This is an optimization exercise on Yosys and OpenROAD, whose aim is small area and few clock cycles, not a production implementation. RTL that was checked went through simulation tests only; none was proved equivalent to the original. No activity file was given, so power comes from the tool's default toggle rates.

== onyx ==
// fshv
module fshv (
    input  wire        clk,
    input  wire        rst,
    input  wire        cmd_valid,
    input  wire [7:0]  cmd,
    output wire        cmd_ready,
    input  wire [15:0] store_len,
    output wire        rd_req,
    output wire [15:0] rd_addr,
    input  wire        rd_ack,
    input  wire [7:0]  rd_data,
    output wire        out_valid,
    output wire [2:0]  out_kind,
    output wire [7:0]  out_class,
    output wire [7:0]  out_id,
    output wire [15:0] out_len,
    output wire [15:0] out_pos,
    output wire [15:0] out_expected,
    output wire [15:0] out_got,
    output wire [15:0] cursor,
    output reg         commit_valid,
    output wire [15:0] commit_count,
    output reg         err_illegal_cmd,
    output reg         err_cursor
);
Size in the first run: ~100 flip-flops, roughly 170 I/O pins, ~6800 um^2 of cells after synthesis.
==> flow/config.mk <==
export PLATFORM = sky130hd
export DESIGN_NAME = fshv
export DESIGN_NICKNAME = fshv
export VERILOG_FILES = /design/flow/design.v
export SDC_FILE = /design/flow/constraint.sdc
export NUM_CORES = 4
export LEC_CHECK = 0
export CAP_MARGIN = 20
export CORE_MARGIN = 2
export CORE_UTILIZATION = 60
export CTS_BUF_LIST = sky130_fd_sc_hd__clkbuf_8
export CTS_CLUSTER_SIZE = 10
export SLEW_MARGIN = 20
==> flow/constraint.sdc <==
create_clock -name core_clock -period 10.0 [get_ports {clk}]
set_input_delay 2.0000 -clock core_clock [delete_from_list [all_inputs] [get_ports {clk}]]
set_output_delay 2.0000 -clock core_clock [all_outputs]
set_load 0.01 [all_outputs]
standard.sh (not shown) runs the stock make flow with config.mk's settings and CLKGATE_MAP_FILE= SYNTH_SCRIPT=/design/flow/synth_recipe.tcl, a recipe that flattens the netlist after the stock synthesis.
==> flow/flow/run.sh <==
#!/bin/bash
# The standard layout (the standard.sh: standard synthesis, floorplan, place,
# CTS, route, finish), with the port buffers that global placement inserts made
# of the smallest buffer cell, sky130_fd_sc_hd__buf_1, instead of the cell
# buffer_ports picks by default.  Every input and output port still gets its
# own buffer.  The whole make output goes to standard_flow.log here; ORFS's
# per-step logs stay under orfs/logs/.
set -euo pipefail
bash standard.sh "BUFFER_PORTS_ARGS=-buffer_cell sky130_fd_sc_hd__buf_1" finish > standard_flow.log 2>&1
Inputs modified between onyx and zinc:
# onyx
export LEC_CHECK = 0
export CAP_MARGIN = 20
export CORE_MARGIN = 2
export CORE_UTILIZATION = 60
export CTS_BUF_LIST = sky130_fd_sc_hd__clkbuf_8
export CTS_CLUSTER_SIZE = 10
export SLEW_MARGIN = 20
create_clock -name core_clock -period 10.0 [get_ports {clk}]
# zinc
export LEC_CHECK = 0
export CAP_MARGIN = 20
export CORE_MARGIN = 2
export CORE_UTILIZATION = 60
export CTS_BUF_LIST = sky130_fd_sc_hd__clkbuf_16
export CTS_CLUSTER_SIZE = 40
export SLEW_MARGIN = 20
create_clock -name core_clock -period 10.0 [get_ports {clk}]
--- outcome ---
- The higher via count of the first global-routing pass of zinc and onyx is in onyx.
- zinc reports a higher clock share of power than onyx does.
- Changes observed in zinc relative to onyx: final area rose by 110 um^2, first-pass GRT wire length stayed essentially flat.
- Net switching power figure is lower on onyx
- Part of the power in combinational logic: zinc vs onyx down 0.7 points
- Compared to onyx, zinc has number of filler cells placed in the layout 20 lower.
- Minimum clock period (lower): onyx
- Row ratio of final minimum period to clock period: zinc higher / onyx lower
- The setup slack of zinc is smaller than that of onyx.
No functional check of the RTL was part of any run of this note.

---

The RTL this note starts from:
==> flow/design.v <==
module fshv (
    input  wire        clk,
    input  wire        rst,
    input  wire        cmd_valid,
    input  wire [7:0]  cmd,
    output wire        cmd_ready,
    input  wire [15:0] store_len,
    output wire        rd_req,
    output wire [15:0] rd_addr,
    input  wire        rd_ack,
    input  wire [7:0]  rd_data,
    output wire        out_valid,
    output wire [2:0]  out_kind,
    output wire [7:0]  out_class,
    output wire [7:0]  out_id,
    output wire [15:0] out_len,
    output wire [15:0] out_pos,
    output wire [15:0] out_expected,
    output wire [15:0] out_got,
    output wire [15:0] cursor,
    output reg         commit_valid,
    output wire [15:0] commit_count,
    output reg         err_illegal_cmd,
    output reg         err_cursor
);
    localparam [7:0]  P_SYNC1   = 8'hB5;
    localparam [7:0]  P_SYNC2   = 8'h62;
    localparam [10:0] P_MAX_LEN = 11'd1240;
    localparam [7:0] CMD_SCAN   = 8'h01;
    localparam [7:0] CMD_COMMIT = 8'h02;
    localparam [1:0] KD_NONE = 2'b00;
    localparam [1:0] KD_OK   = 2'b01;
    localparam [1:0] KD_MIS  = 2'b10;
    localparam [1:0] KD_NEED = 2'b11;
    reg        busy;      
    reg        inf;       
    reg [15:0] m;         
    reg [10:0] o;         
    reg [1:0]  kd;
    reg        herr;
    reg [7:0]  cls_n;
    reg [7:0]  id_n;
    reg [10:0] len;
    reg [7:0]  ck_a;
    reg [7:0]  ck_b;
    reg [7:0]  rx_a_n;
    reg [7:0]  rx_b_n;    
    reg        got_a;     
    reg        sh_p;      
    reg        sh_f;      
    reg [2:0]  q_hi;
    wire [10:0] q = {q_hi, rx_b_n};
    function [15:0] add16;
        input [15:0] x;
        input [15:0] y;
        integer k;
        reg c;
        begin
            c = 1'b0;
            for (k = 0; k < 16; k = k + 1) begin
                add16[k] = x[k] ^ y[k] ^ c;
                c = (x[k] & y[k]) | (c & (x[k] ^ y[k]));
            end
        end
    endfunction
    function [7:0] add8;
        input [7:0] x;
        input [7:0] y;
        integer k;
        reg c;
        begin
            c = 1'b0;
            for (k = 0; k < 8; k = k + 1) begin
                add8[k] = x[k] ^ y[k] ^ c;
                c = (x[k] & y[k]) | (c & (x[k] ^ y[k]));
            end
        end
    endfunction
    function [10:0] inc11;
        input [10:0] x;
        integer k;
        reg c;
        begin
            c = 1'b1;
            for (k = 0; k < 11; k = k + 1) begin
                inc11[k] = x[k] ^ c;
                c = c & x[k];
            end
        end
    endfunction
    wire is_mis = (kd == KD_MIS);
    wire show   = (kd[1] ^ kd[0]) & ~herr;
    assign out_valid = herr | (kd != KD_NONE);
    assign out_kind  = {herr, kd & {2{~herr}}};
    wire [10:0] cur_o = inf ? 11'd0 : is_mis ? 11'd2 : o;
    wire [10:0] b_o   = busy ? o : cur_o;
    wire [15:0] addr  = add16(m, {5'd0, b_o});
    assign cursor       = addr;
    assign commit_count = addr;
    assign rd_addr      = addr;
    reg cmp;
    integer i;
    always @* begin
        cmp = busy;
        for (i = 0; i < 16; i = i + 1)
            cmp = (addr[i] & ~store_len[i]) | ((addr[i] | ~store_len[i]) & cmp);
    end
    wire at_end = cmp;
    wire past   = cmp;
    assign rd_req = busy & ~at_end;
    assign cmd_ready = ~rst & ~busy & ~commit_valid;
    assign out_class    = ~(cls_n | {8{~show}});
    assign out_id       = ~(id_n | {8{~show}});
    assign out_len      = show ? {5'd0, len} : 16'd0;
    assign out_pos      = show ? m : 16'd0;
    assign out_expected = ~({rx_b_n, rx_a_n} | {16{~show}});
    assign out_got      = show ? {ck_b, ck_a} : 16'd0;
    wire [7:0] b = rd_data;
    wire b_s1 = (b == P_SYNC1);
    wire b_s2 = (b == P_SYNC2);
    wire [10:0] o_inc = inc11(o);
    wire o_is1  = (o == 11'd1);
    wire o_hdr  = (o[10:3] == 8'd0) & ~(o[2] & o[1]);      
    reg [11:0] len6;
    reg        c6;
    integer j;
    always @* begin
        len6[0] = len[0];
        len6[1] = ~len[1];
        c6      = len[1];
        len6[2] = len[2] ^ ~c6;
        c6      = len[2] | c6;
        for (j = 3; j < 11; j = j + 1) begin
            len6[j] = len[j] ^ c6;
            c6      = len[j] & c6;
        end
        len6[11] = c6;
    end
    wire o_cka  = ({1'b0, o} == len6);
    wire [7:0] ck_a_next = add8(ck_a, b);
    wire [7:0] ck_b_next = add8(ck_b, ck_a_next);
    wire [15:0] len_full = {b, len[7:0]};
    wire oversize = (len_full > {5'd0, P_MAX_LEN});
    wire [10:0] resume = sh_p ? q : o;
    always @(posedge clk) begin
        if (rst) begin
            busy            <= 1'b0;
            inf             <= 1'b0;
            m               <= 16'd0;
            o               <= 11'd0;
            herr            <= 1'b0;
            kd              <= KD_NONE;
            commit_valid    <= 1'b0;
            err_illegal_cmd <= 1'b0;
            err_cursor      <= 1'b0;
        end else if (commit_valid) begin
            commit_valid <= 1'b0;
            m            <= 16'd0;
            if (!inf || err_cursor) begin
                o   <= 11'd0;
                inf <= 1'b0;
            end
            herr         <= 1'b0;
            kd           <= KD_NONE;
        end else if (!busy) begin
            if (cmd_valid) begin
                case (cmd)
                    CMD_SCAN: begin
                        if (past) begin
                            err_cursor <= 1'b1;
                            herr       <= 1'b1;
                            if (inf) begin
                                inf <= 1'b0;
                                o   <= 11'd0;
                            end else if (is_mis) begin
                                o   <= 11'd2;
                            end
                        end else begin
                            busy <= 1'b1;
                            herr <= 1'b0;
                        end
                    end
                    CMD_COMMIT: commit_valid <= 1'b1;
                    default:    err_illegal_cmd <= 1'b1;
                endcase
            end
        end else if (at_end) begin
            busy <= 1'b0;
            kd   <= KD_NEED;
        end else if (rd_ack) begin
            if (!inf) begin
                m <= addr;
                o <= 11'd1;
                if (b_s1) begin
                    inf  <= 1'b1;
                    sh_p <= 1'b0;
                    sh_f <= 1'b0;
                end
            end else begin
                if (!o_is1 && !sh_f) begin
                    if (sh_p) begin
                        if (b_s2) sh_f <= 1'b1;
                        else      sh_p <= 1'b0;
                    end else if (b_s1) begin
                        sh_p   <= 1'b1;
                        q_hi   <= o[10:8];
                        rx_b_n <= o[7:0];
                    end
                end
                o <= o_inc;
                if (o_is1) begin
                    ck_a  <= 8'd0;
                    ck_b  <= 8'd0;
                    got_a <= 1'b0;
                    if (!b_s2) inf <= 1'b0;
                end else if (o_hdr) begin
                    ck_a <= ck_a_next;
                    ck_b <= ck_b_next;
                    case (o[1:0])
                        2'd2: cls_n <= ~b;
                        2'd3: id_n  <= ~b;
                        2'd0: len[7:0] <= b;
                        default: begin
                            len[10:8] <= b[2:0];
                            if (oversize) begin
                                inf <= 1'b0;
                                o   <= resume;
                            end
                        end
                    endcase
                end else if (got_a) begin
                    rx_b_n <= ~b;
                    busy   <= 1'b0;
                    inf    <= 1'b0;
                    if ({b, ~rx_a_n} == {ck_b, ck_a}) begin
                        kd <= KD_OK;
                    end else begin
                        kd <= KD_MIS;
                        o  <= resume;
                    end
                end else if (o_cka) begin
                    rx_a_n <= ~b;
                    got_a  <= 1'b1;
                end else begin
                    ck_a <= ck_a_next;
                    ck_b <= ck_b_next;
                end
            end
        end
    end
endmodule
export LEC_CHECK = 0
export CAP_MARGIN = 0
export CORE_MARGIN = 2
export CORE_UTILIZATION = 60
export CTS_BUF_LIST = sky130_fd_sc_hd__clkbuf_8
export CTS_CLUSTER_SIZE = 10
export SLEW_MARGIN = 0
create_clock -name core_clock -period 10.0 [get_ports {clk}]
==> flow/flow/run.sh <==
#!/bin/bash
# The standard layout (the standard.sh: standard synthesis, floorplan, place,
# CTS, route, finish) with two changes to how cells are chosen:
#  - the port buffers that global placement inserts are made of the smallest
#    buffer cell, sky130_fd_sc_hd__buf_1, instead of the cell buffer_ports picks
#    by default (every input and output port still gets its own buffer);
#  - clock tree synthesis runs with ORFS's own arguments (sink clustering,
#    clock net repair, the cluster size and buffer list of config.mk) but
#    without dummy loads on the leaf nets.
# The whole make output goes to standard_flow.log here; ORFS's per-step logs
# stay under orfs/logs/.
set -euo pipefail
CTS="-sink_clustering_enable -repair_clock_nets -sink_clustering_size 10"
CTS="$CTS -buf_list sky130_fd_sc_hd__clkbuf_8 -dont_use_dummy_load"
bash standard.sh "BUFFER_PORTS_ARGS=-buffer_cell sky130_fd_sc_hd__buf_1" \
    "CTS_ARGS=$CTS" finish > standard_flow.log 2>&1
The baseline finished with timing, DRC and antenna clean.
Testbench counts at the start, summed over its fixed seeds: cycles 133,836.
==> next run, changes <==
- CAP_MARGIN: 0 -> 20
- CORE_UTILIZATION: 60 -> 66
- SLEW_MARGIN: 0 -> 20
Global-route usage came out higher by 1.7 points.
Routed wire length is lower by 2.0%.
Sequential power hardly moves.
Total power drops by 0.55%.
Die area falls by 8.8%.
Hold slack is about the same.
Critical path depth stays the same.
First-iteration DRC count falls by 14%.
Final cell count fell by 0.84%.
Synthesized area does not change.
==> next run, changes <==
- CORE_UTILIZATION: 66 -> 60
- The new run produced a clean layout
- worst hold slack barely changes
- clock power rises by about 2%
- flip-flop and latch count does not change
- core utilization falls by 7.1 points
- sequential power stays flat
- fmax hardly moves
==> next run, changes <==
==> flow/flow/run.sh (replaced) <==
#!/bin/bash
# The standard layout (the standard.sh: standard synthesis, floorplan, place,
# CTS, route, finish), with the port buffers that global placement inserts made
# of the smallest buffer cell, sky130_fd_sc_hd__buf_1, instead of the cell
# buffer_ports picks by default.  Every input and output port still gets its
# own buffer.  The whole make output goes to standard_flow.log here; ORFS's
# per-step logs stay under orfs/logs/.
set -euo pipefail
bash standard.sh "BUFFER_PORTS_ARGS=-buffer_cell sky130_fd_sc_hd__buf_1" finish > standard_flow.log 2>&1
Effect: Total power increases by 11%; final area went up by 1.3%; worst hold slack is about the same; wire length is about the same; synthesized cell count is unchanged; first-iteration DRC count is lower by 0.44%; setup slack gets worse by 19 ps; fmax is about the same; sequential share of layout area came out lower by 0.46 points; core utilization goes up by 0.85 points.

afterwards: timing with drivers on the ports:
In the flow no input, the clock included, has a driving cell. The finished layouts below were timed again as built, in two steps.
Step 1: set_driving_cell puts a clkbuf_16 on clk and a buf_2 on each other input, an assumption about the parent block.
Step 2, shift: input delay + t, output delay - t, t = (earliest + latest rising clock arrival at the registers) / 2. This alone moves slack from input paths to output paths.
Slacks: ideal ports / drivers / drivers and shift; pairs: ideal ports / drivers.
run | t, ns | slack for setup (ns) | worst register clock-pin slew, ns | worst slew at a driven data input, ns
onyx | 0.419 | 0.307 / 0.273 / 0.692 | 0.11 / 0.11 | 0.05
zinc | 0.396 | 0.291 / 0.247 / 0.642 | 0.08 / 0.08 | 0.05
the first run of note 2 | 0.414 | 0.449 / 0.414 / 0.828 | 0.09 / 0.09 | 0.04
the second run of note 2 | 0.402 | 0.447 / 0.413 / 0.815 | 0.10 / 0.10 | 0.04
the third run of note 2 | 0.415 | 0.452 / 0.416 / 0.831 | 0.09 / 0.09 | 0.04
the fourth run of note 2 | 0.422 | 0.433 / 0.397 / 0.819 | 0.10 / 0.10 | 0.04
After both steps setup and hold are still met in every run listed.
